What follows belongs to an exercise in optimizing a design on an open flow for small area, a short achievable clock period and few clock cycles; a production flow would make more cautious choices.
The RTL was checked by simulation tests, not by an equivalence proof against the original design.
No driver is modelled on the clock port, so clock power and skew are understated where the tree is cut down; a real chip needs a root buffer or a tree.
No activity file was given, so power comes from the tool's default toggle rates.

==> inputs of job 301 <==
==> flow/design.v <==
module btcp_rx_check (
    input  wire        clk,
    input  wire        rst,
    input  wire        in_valid,
    output wire        in_ready,
    input  wire [31:0] in_data,
    input  wire        in_last,
    input  wire [2:0]  in_nbytes,    
    output wire        res_valid,
    input  wire        res_ready,
    output wire [1:0]  res_status,   
    output wire [15:0] res_seq,
    output wire [15:0] res_ack,
    output wire [7:0]  res_flags,
    output wire [7:0]  res_win,
    output wire [15:0] res_dlen,
    output wire [15:0] res_csum,     
    output wire [15:0] res_calc,     
    output wire        res_csum_ok,
    output wire [2:0]  res_type,
    output wire [9:0]  res_plen
);
    function [15:0] crc_x32;
        input [15:0] v;
        reg   [15:0] c;
        integer k;
        begin
            c = 16'h0000;
            for (k = 15; k >= 0; k = k - 1)
                c = (c[15] ^ v[k]) ? ({c[14:0], 1'b0} ^ 16'h1021)
                                   : {c[14:0], 1'b0};
            for (k = 0; k < 16; k = k + 1)
                c = c[15] ? ({c[14:0], 1'b0} ^ 16'h1021) : {c[14:0], 1'b0};
            crc_x32 = c;
        end
    endfunction
    function [15:0] crc_x8;
        input [15:0] v;
        reg   [15:0] c;
        integer k;
        begin
            c = v;
            for (k = 0; k < 8; k = k + 1)
                c = c[15] ? ({c[14:0], 1'b0} ^ 16'h1021) : {c[14:0], 1'b0};
            crc_x8 = c;
        end
    endfunction
    function [15:0] crc_d8;
        input [15:0] v;
        reg   [15:0] c;
        integer k;
        begin
            c = v;
            for (k = 0; k < 8; k = k + 1)
                c = c[0] ? ({1'b0, c[15:1]} ^ 16'h8810) : {1'b0, c[15:1]};
            crc_d8 = c;
        end
    endfunction
    reg        rx;         
    reg        ub;         
    reg        eq;         
    reg        rv;         
    reg [1:0]  uc;         
    reg [1:0]  hp;         
    reg [7:0]  cnt;        
    reg [1:0]  plo;        
    reg        big;        
    reg [15:0] sh;         
    reg [15:0] seq_r, ack_r, dlen_r, csum_r;
    reg [7:0]  flags_r, win_r;
    reg        ok_r;
    reg [2:0]  type_r;
    reg [1:0]  status_r;
    reg        iv;
    reg [31:0] id;
    reg        il;
    reg [2:0]  inb;
    wire acc   = iv;
    wire h0    = (hp == 2'd0);
    wire nb1   = ~inb[2] & ~inb[1];
    wire nb12  = ~inb[2] & ~(inb[1] & inb[0]);
    wire nb123 = ~inb[2];
    wire [15:0] dh = id[31:16] & {{8{hp != 2'd2}}, {8{(hp != 2'd2) & ~(il & nb1)}}};
    wire [15:0] dl = id[15:0]  & {{8{~(il & nb12)}}, {8{~(il & nb123)}}};
    wire [15:0] ms = crc_x32(sh);
    wire [15:0] wd = crc_x8(dh) ^ crc_d8(dl);
    wire [7:0] cbase = h0 ? 8'hFD : cnt;
    always @(posedge clk) begin
        id  <= in_data;
        il  <= in_last;
        inb <= in_nbytes;
        if (rst) begin
            iv <= 1'b0;
            rx <= 1'b1;
            ub <= 1'b0;
            eq <= 1'b0;
            rv <= 1'b0;
            hp <= 2'd0;
        end else begin
            iv <= in_valid & rx;
            if (in_valid & rx & in_last)
                rx <= 1'b0;
            if (acc) begin
                if (il) begin
                    hp <= 2'd0;
                end else if (hp != 2'd3) begin
                    hp <= hp + 2'd1;
                end
            end
            if (acc & il) begin
                ub <= ~nb1;
                eq <= nb1;
            end else if (ub) begin
                ub <= (uc != 2'd1);
                eq <= (uc == 2'd1);
            end else begin
                eq <= 1'b0;
            end
            if (eq)
                rv <= 1'b1;
            if (rv & res_ready) begin
                rv <= 1'b0;
                rx <= 1'b1;
            end
        end
    end
    wire        e0   = acc & (hp == 2'd0);
    wire        e1   = acc & (hp == 2'd1);
    wire        e2   = acc & (hp == 2'd2);
    wire        keep = ~(acc | ub);
    wire [7:0]  cnext = cbase + {7'd0, ~il | inb[2] | inb[1]};
    always @(posedge clk) begin
        sh <= (sh & {16{keep}}) | (((ms & {16{~h0}}) ^ wd) & {16{acc}})
            | (crc_x8(sh) & {16{ub}});
        if (acc) begin
            cnt <= cnext;
            big <= ~h0 & (big | (cnt == 8'd251 & ~il));
        end
        if (acc) begin
            plo <= {~inb[1], inb[0]};
            uc  <= inb[1:0] - 2'd1;
        end else if (ub) begin
            uc  <= uc - 2'd1;
        end
        if (e0) seq_r   <= id[31:16];
        if (e0) ack_r   <= id[15:0];
        if (e1) flags_r <= id[31:24];
        if (e1) win_r   <= id[23:16];
        if (e1) dlen_r  <= id[15:0];
        if (e2) csum_r  <= id[31:16];
        ok_r <= (sh == csum_r);
        case (flags_r)
        8'h02:   type_r <= 3'd1;
        8'h10:   type_r <= 3'd2;
        8'h01:   type_r <= 3'd3;
        8'h12:   type_r <= 3'd4;
        8'h11:   type_r <= 3'd5;
        default: type_r <= ({cnt, plo} != 10'd0) ? 3'd6 : 3'd0;
        endcase
        status_r <= big                           ? 2'd2 :
                    (cnt >= 8'hFD)                ? 2'd1 :
                    (cnt == 8'd252 && plo != 2'd0) ? 2'd2 : 2'd0;
    end
    assign in_ready    = rx;
    assign res_valid   = rv;
    assign res_status  = status_r;
    assign res_seq     = seq_r;
    assign res_ack     = ack_r;
    assign res_flags   = flags_r;
    assign res_win     = win_r;
    assign res_dlen    = dlen_r;
    assign res_csum    = csum_r;
    assign res_calc    = sh;
    assign res_csum_ok = ok_r;
    assign res_type    = type_r;
    assign res_plen    = {cnt, plo};
endmodule
==> flow/flow/run.sh <==
#!/bin/bash
# The standard layout (standard.sh) with two changes: port buffers use
# a small buffer cell, and the CTS step is replaced by flow/cts.tcl, which
# builds a two-level clock tree (see flow/clock_tree.tcl) and then repairs
# timing as ORFS's CTS step does. Logs: standard_place.log, cts.log (and
# orfs/logs/.../4_1_cts.log), standard_finish.log, plus ORFS's own logs.
set -euo pipefail
ARGS=(BUFFER_PORTS_ARGS="-buffer_cell sky130_fd_sc_hd__buf_1")
bash standard.sh "${ARGS[@]}" place > standard_place.log 2>&1
FLOW_FLOW_DIR="$PWD/flow" bash standard.sh "${ARGS[@]}" run \
  RUN_SCRIPT="$PWD/flow/cts.tcl" RUN_LOG_NAME_STEM=4_1_cts > cts.log 2>&1
bash standard.sh "${ARGS[@]}" finish > standard_finish.log 2>&1
==> flow/flow/clock_tree.tcl <==
# Clock tree of two levels: the clock port drives nroot root buffers, each
# root drives nleaf leaf buffers, and each leaf drives the clock pins of a
# group of registers near it. The groups come from splitting the registers
# by position into halves, alternately by y and by x, until there are
# nroot*nleaf of them; a root serves nleaf neighbouring groups.
proc my_cts_split { sinks n } {
  set groups [list $sinks]
  set axis 1
  while {[llength $groups] < $n} {
    set ng {}
    foreach g $groups {
      set s [lsort -integer -index [expr {$axis + 1}] $g]
      set h [expr {[llength $s] / 2}]
      lappend ng [lrange $s 0 [expr {$h - 1}]] [lrange $s $h end]
    }
    set groups $ng
    set axis [expr {1 - $axis}]
  }
  return $groups
}

proc my_cts_centre { g } {
  set sx 0; set sy 0
  foreach s $g { incr sx [lindex $s 1]; incr sy [lindex $s 2] }
  return [list [expr {$sx / [llength $g]}] [expr {$sy / [llength $g]}]]
}

proc my_cts_buffer { block master name cx cy in_net out_net } {
  set inst [odb::dbInst_create $block $master $name]
  set w [[$inst getMaster] getWidth]
  set h [[$inst getMaster] getHeight]
  $inst setLocation [expr {$cx - $w / 2}] [expr {$cy - $h / 2}]
  $inst setPlacementStatus PLACED
  [$inst findITerm A] connect $in_net
  [$inst findITerm X] connect $out_net
  return $inst
}

proc my_cts_build { nroot nleaf root_cell leaf_cell } {
  set db [ord::get_db]
  set block [ord::get_db_block]
  set rmaster [$db findMaster $root_cell]
  set lmaster [$db findMaster $leaf_cell]
  set clknet [$block findNet clk]
  set sinks {}
  foreach it [$clknet getITerms] {
    set bb [[$it getInst] getBBox]
    lappend sinks [list $it [expr {([$bb xMin] + [$bb xMax]) / 2}] \
                           [expr {([$bb yMin] + [$bb yMax]) / 2}]]
  }
  puts "my_cts: [llength $sinks] clock sinks"
  set groups [my_cts_split $sinks [expr {$nroot * $nleaf}]]
  for {set r 0} {$r < $nroot} {incr r} {
    set rnet [odb::dbNet_create $block "clknet_root_$r"]
    $rnet setSigType CLOCK
    set leaves [lrange $groups [expr {$r * $nleaf}] [expr {$r * $nleaf + $nleaf - 1}]]
    set all {}
    for {set l 0} {$l < $nleaf} {incr l} {
      set g [lindex $leaves $l]
      set all [concat $all $g]
      lassign [my_cts_centre $g] cx cy
      set lnet [odb::dbNet_create $block "clknet_leaf_${r}_$l"]
      $lnet setSigType CLOCK
      foreach s $g {
        set it [lindex $s 0]
        $it disconnect
        $it connect $lnet
      }
      my_cts_buffer $block $lmaster "clkleaf_${r}_$l" $cx $cy $rnet $lnet
      puts "my_cts: leaf $r/$l at ($cx, $cy) drives [llength $g] sinks"
    }
    lassign [my_cts_centre $all] cx cy
    my_cts_buffer $block $rmaster "clkroot_$r" $cx $cy $clknet $rnet
    puts "my_cts: root $r at ($cx, $cy)"
  }
}
==> flow/flow/cts.tcl <==
# Replaces ORFS's CTS step (scripts/cts.tcl): the same steps, except that
# the clock tree is built by my_cts_build (clock_tree.tcl), two
# levels of buffers, instead of TritonCTS's H-tree.
utl::set_metrics_stage "cts__{}"
source $::env(SCRIPTS_DIR)/load.tcl
erase_non_stage_variables cts
load_design 3_place.odb 3_place.sdc

source $::env(FLOW_FLOW_DIR)/clock_tree.tcl
my_cts_build 4 2 sky130_fd_sc_hd__clkbuf_16 sky130_fd_sc_hd__clkbuf_16
global_connect
set_propagated_clock [all_clocks]

set_placement_padding -global \
  -left $::env(CELL_PAD_IN_SITES_DETAIL_PLACEMENT) \
  -right $::env(CELL_PAD_IN_SITES_DETAIL_PLACEMENT)
detailed_placement
estimate_parasitics -placement
report_clock_latency

repair_timing_helper
detailed_placement
check_placement -verbose

report_metrics 4 "cts final"
orfs_write_db $::env(RESULTS_DIR)/4_1_cts.odb
orfs_write_sdc $::env(RESULTS_DIR)/4_cts.sdc
==> flow/standard.sh <==
#!/bin/bash
# synth_recipe.tcl (not shown) runs the flow's synth.tcl, then flattens the netlist and writes it again
# the make line also repeats each setting of config.mk as NAME=value (left out here)
make -C /OpenROAD-flow-scripts/flow DESIGN_CONFIG=/design/flow/config.mk WORK_HOME=/design/flow/orfs CLKGATE_MAP_FILE= SYNTH_SCRIPT=/design/flow/synth_recipe.tcl "${@:-finish}"
==> flow/config.mk <==
export PLATFORM = sky130hd
export DESIGN_NAME = btcp_rx_check
export DESIGN_NICKNAME = btcp_rx_check
export VERILOG_FILES = /design/flow/design.v
export SDC_FILE = /design/flow/constraint.sdc
export NUM_CORES = 4
export LEC_CHECK = 0
export CAP_MARGIN = 20
export CORE_MARGIN = 2
export CORE_UTILIZATION = 40
export SETUP_SLACK_MARGIN = 4.2
export SLEW_MARGIN = 20
==> flow/constraint.sdc <==
create_clock -name core_clock -period 6.0 [get_ports {clk}]
set_input_delay 1.2000 -clock core_clock [delete_from_list [all_inputs] [get_ports {clk}]]
set_output_delay 1.2000 -clock core_clock [all_outputs]
set_load 0.01 [all_outputs]
==> job 3948 (differences from job 301) <==
--- a/flow/design.v
+++ b/flow/design.v
@@ -62,3 +62,2 @@
     reg        rv;         
-    reg [1:0]  uc;         
     reg [1:0]  hp;         
@@ -68,2 +67,6 @@
     reg [15:0] sh;         
+    reg [15:0] wr;         
+    reg        wv;         
+    reg        wf;         
+    reg        wl;         
     reg [15:0] seq_r, ack_r, dlen_r, csum_r;
@@ -73,22 +76,18 @@
     reg [1:0]  status_r;
-    reg        iv;
-    reg [31:0] id;
-    reg        il;
-    reg [2:0]  inb;
-    wire acc   = iv;
+    wire acc   = in_valid & rx;
     wire h0    = (hp == 2'd0);
-    wire nb1   = ~inb[2] & ~inb[1];
-    wire nb12  = ~inb[2] & ~(inb[1] & inb[0]);
-    wire nb123 = ~inb[2];
-    wire [15:0] dh = id[31:16] & {{8{hp != 2'd2}}, {8{(hp != 2'd2) & ~(il & nb1)}}};
-    wire [15:0] dl = id[15:0]  & {{8{~(il & nb12)}}, {8{~(il & nb123)}}};
+    wire nb1   = ~in_nbytes[2] & ~in_nbytes[1];
+    wire nb12  = ~in_nbytes[2] & ~(in_nbytes[1] & in_nbytes[0]);
+    wire nb123 = ~in_nbytes[2];
+    wire [15:0] dh = in_data[31:16] & {{8{hp != 2'd2}}, {8{(hp != 2'd2) & ~(in_last & nb1)}}};
+    wire [15:0] dl = in_data[15:0]  & {{8{~(in_last & nb12)}}, {8{~(in_last & nb123)}}};
     wire [15:0] ms = crc_x32(sh);
     wire [15:0] wd = crc_x8(dh) ^ crc_d8(dl);
-    wire [7:0] cbase = h0 ? 8'hFD : cnt;
+    wire [7:0] cbase = wf ? 8'hFD : cnt;
     always @(posedge clk) begin
-        id  <= in_data;
-        il  <= in_last;
-        inb <= in_nbytes;
+        wr <= wd;
+        wf <= h0;
+        wl <= in_last;
         if (rst) begin
-            iv <= 1'b0;
+            wv <= 1'b0;
             rx <= 1'b1;
@@ -99,7 +98,6 @@
         end else begin
-            iv <= in_valid & rx;
-            if (in_valid & rx & in_last)
-                rx <= 1'b0;
+            wv <= acc;
             if (acc) begin
-                if (il) begin
+                if (in_last) begin
+                    rx <= 1'b0;
                     hp <= 2'd0;
@@ -109,8 +107,9 @@
             end
-            if (acc & il) begin
-                ub <= ~nb1;
-                eq <= nb1;
+            if (wv & wl) begin
+                ub <= (plo != 2'd3);
+                eq <= (plo == 2'd3);
             end else if (ub) begin
-                ub <= (uc != 2'd1);
-                eq <= (uc == 2'd1);
+                ub <= (hp != plo);
+                eq <= (hp == plo);
+                hp <= (hp == plo) ? 2'd0 : hp + 2'd1;
             end else begin
@@ -126,26 +125,22 @@
     end
-    wire        e0   = acc & (hp == 2'd0);
-    wire        e1   = acc & (hp == 2'd1);
-    wire        e2   = acc & (hp == 2'd2);
-    wire        keep = ~(acc | ub);
-    wire [7:0]  cnext = cbase + {7'd0, ~il | inb[2] | inb[1]};
+    wire        e0   = rx & (hp == 2'd0);
+    wire        e1   = rx & (hp == 2'd1);
+    wire        e2   = rx & (hp == 2'd2);
+    wire        keep = ~(wv | ub);
+    wire [7:0]  cnext = cbase + {7'd0, ~wl | ~(plo[1] & plo[0])};
     always @(posedge clk) begin
-        sh <= (sh & {16{keep}}) | (((ms & {16{~h0}}) ^ wd) & {16{acc}})
+        sh <= (sh & {16{keep}}) | (((ms & {16{~wf}}) ^ wr) & {16{wv}})
             | (crc_x8(sh) & {16{ub}});
-        if (acc) begin
+        if (wv) begin
             cnt <= cnext;
-            big <= ~h0 & (big | (cnt == 8'd251 & ~il));
+            big <= ~wf & (big | (cnt == 8'd251 & ~wl));
         end
-        if (acc) begin
-            plo <= {~inb[1], inb[0]};
-            uc  <= inb[1:0] - 2'd1;
-        end else if (ub) begin
-            uc  <= uc - 2'd1;
-        end
-        if (e0) seq_r   <= id[31:16];
-        if (e0) ack_r   <= id[15:0];
-        if (e1) flags_r <= id[31:24];
-        if (e1) win_r   <= id[23:16];
-        if (e1) dlen_r  <= id[15:0];
-        if (e2) csum_r  <= id[31:16];
+        if (rx)
+            plo <= {~in_nbytes[1], in_nbytes[0]};
+        if (e0) seq_r   <= in_data[31:16];
+        if (e0) ack_r   <= in_data[15:0];
+        if (e1) flags_r <= in_data[31:24];
+        if (e1) win_r   <= in_data[23:16];
+        if (e1) dlen_r  <= in_data[15:0];
+        if (e2) csum_r  <= in_data[31:16];
         ok_r <= (sh == csum_r);
--- a/flow/flow/cts.tcl
+++ b/flow/flow/cts.tcl
@@ -9,3 +9,3 @@
 source $::env(FLOW_FLOW_DIR)/clock_tree.tcl
-my_cts_build 4 2 sky130_fd_sc_hd__clkbuf_16 sky130_fd_sc_hd__clkbuf_16
+my_cts_build 4 2 sky130_fd_sc_hd__clkbuf_4 sky130_fd_sc_hd__clkbuf_16
 global_connect
Settings changed: PLACE_DENSITY set to 0.5, SETUP_SLACK_MARGIN 4.2 to 3.85.
==> comparison table <==
metric                                                 job 3948     job 301
Initial core utilization                                 0.4081      0.4076
Switching Fraction                                       0.3486      0.3357
F_max                                                 461.5 MHz   467.4 MHz
Outcome                                timing/DRC/antenna clean  timing/DRC/antenna clean
Detailed-route vias per instance                          4.965       5.139
Period utilisation layout                                0.3612      0.3566
Post-detailed-routing wire length                      17250 µm    20400 µm
Synth top area share                                     0.4215      0.3975
Number of buffers inserted by post-CTS setup repair          14          81
Footprint of the multi-input gates                     2761 µm²    3184 µm²
Clock power share                                         0.122       0.124
Critical R2R Launch                                      sh[15]       sh[8]
Post-synthesis net count                                    562         597
Testbench counts of job 301, summed over its fixed seeds: cycles 28,837.
Testbench counts of job 3948, summed over its fixed seeds: cycles 28,837.
No run of this note takes its clock network from TritonCTS; it comes from the design's own scripts or RTL.

[static timing again, ports no longer ideal]
In the flow no input, the clock included, has a driving cell. The finished layouts below were timed again as built, in two steps. Step 1: set_driving_cell puts a clkbuf_16 on clk and a buf_2 on each other input, an assumption about the parent block. Step 2 times the ports against the registers' clock, not the clock port: input delays grow and output delays shrink by t, the midpoint of the rising clock arrivals with the driver on. a / b / c = no drivers / after step 1 / after step 2; a / b = the first two.
| run | t (ns) | setup slack, ns | worst setup path at the end | worst register clock-pin slew, ns | pins driven straight from the clock port |
|---|---|---|---|---|---|
| job 301 | 0.364 | 3.860 / 3.773 / 3.948 | register to register | 0.10 / 0.10 | 4 |
| job 3948 | 0.379 | 3.833 / 3.768 / 3.596 | input to register | 0.08 / 0.08 | 4 |
After both steps every run listed still meets setup and hold. The setup slack of job 3948, which loses most, moves by -0.065 ns with the drivers and by -0.237 ns with both steps.
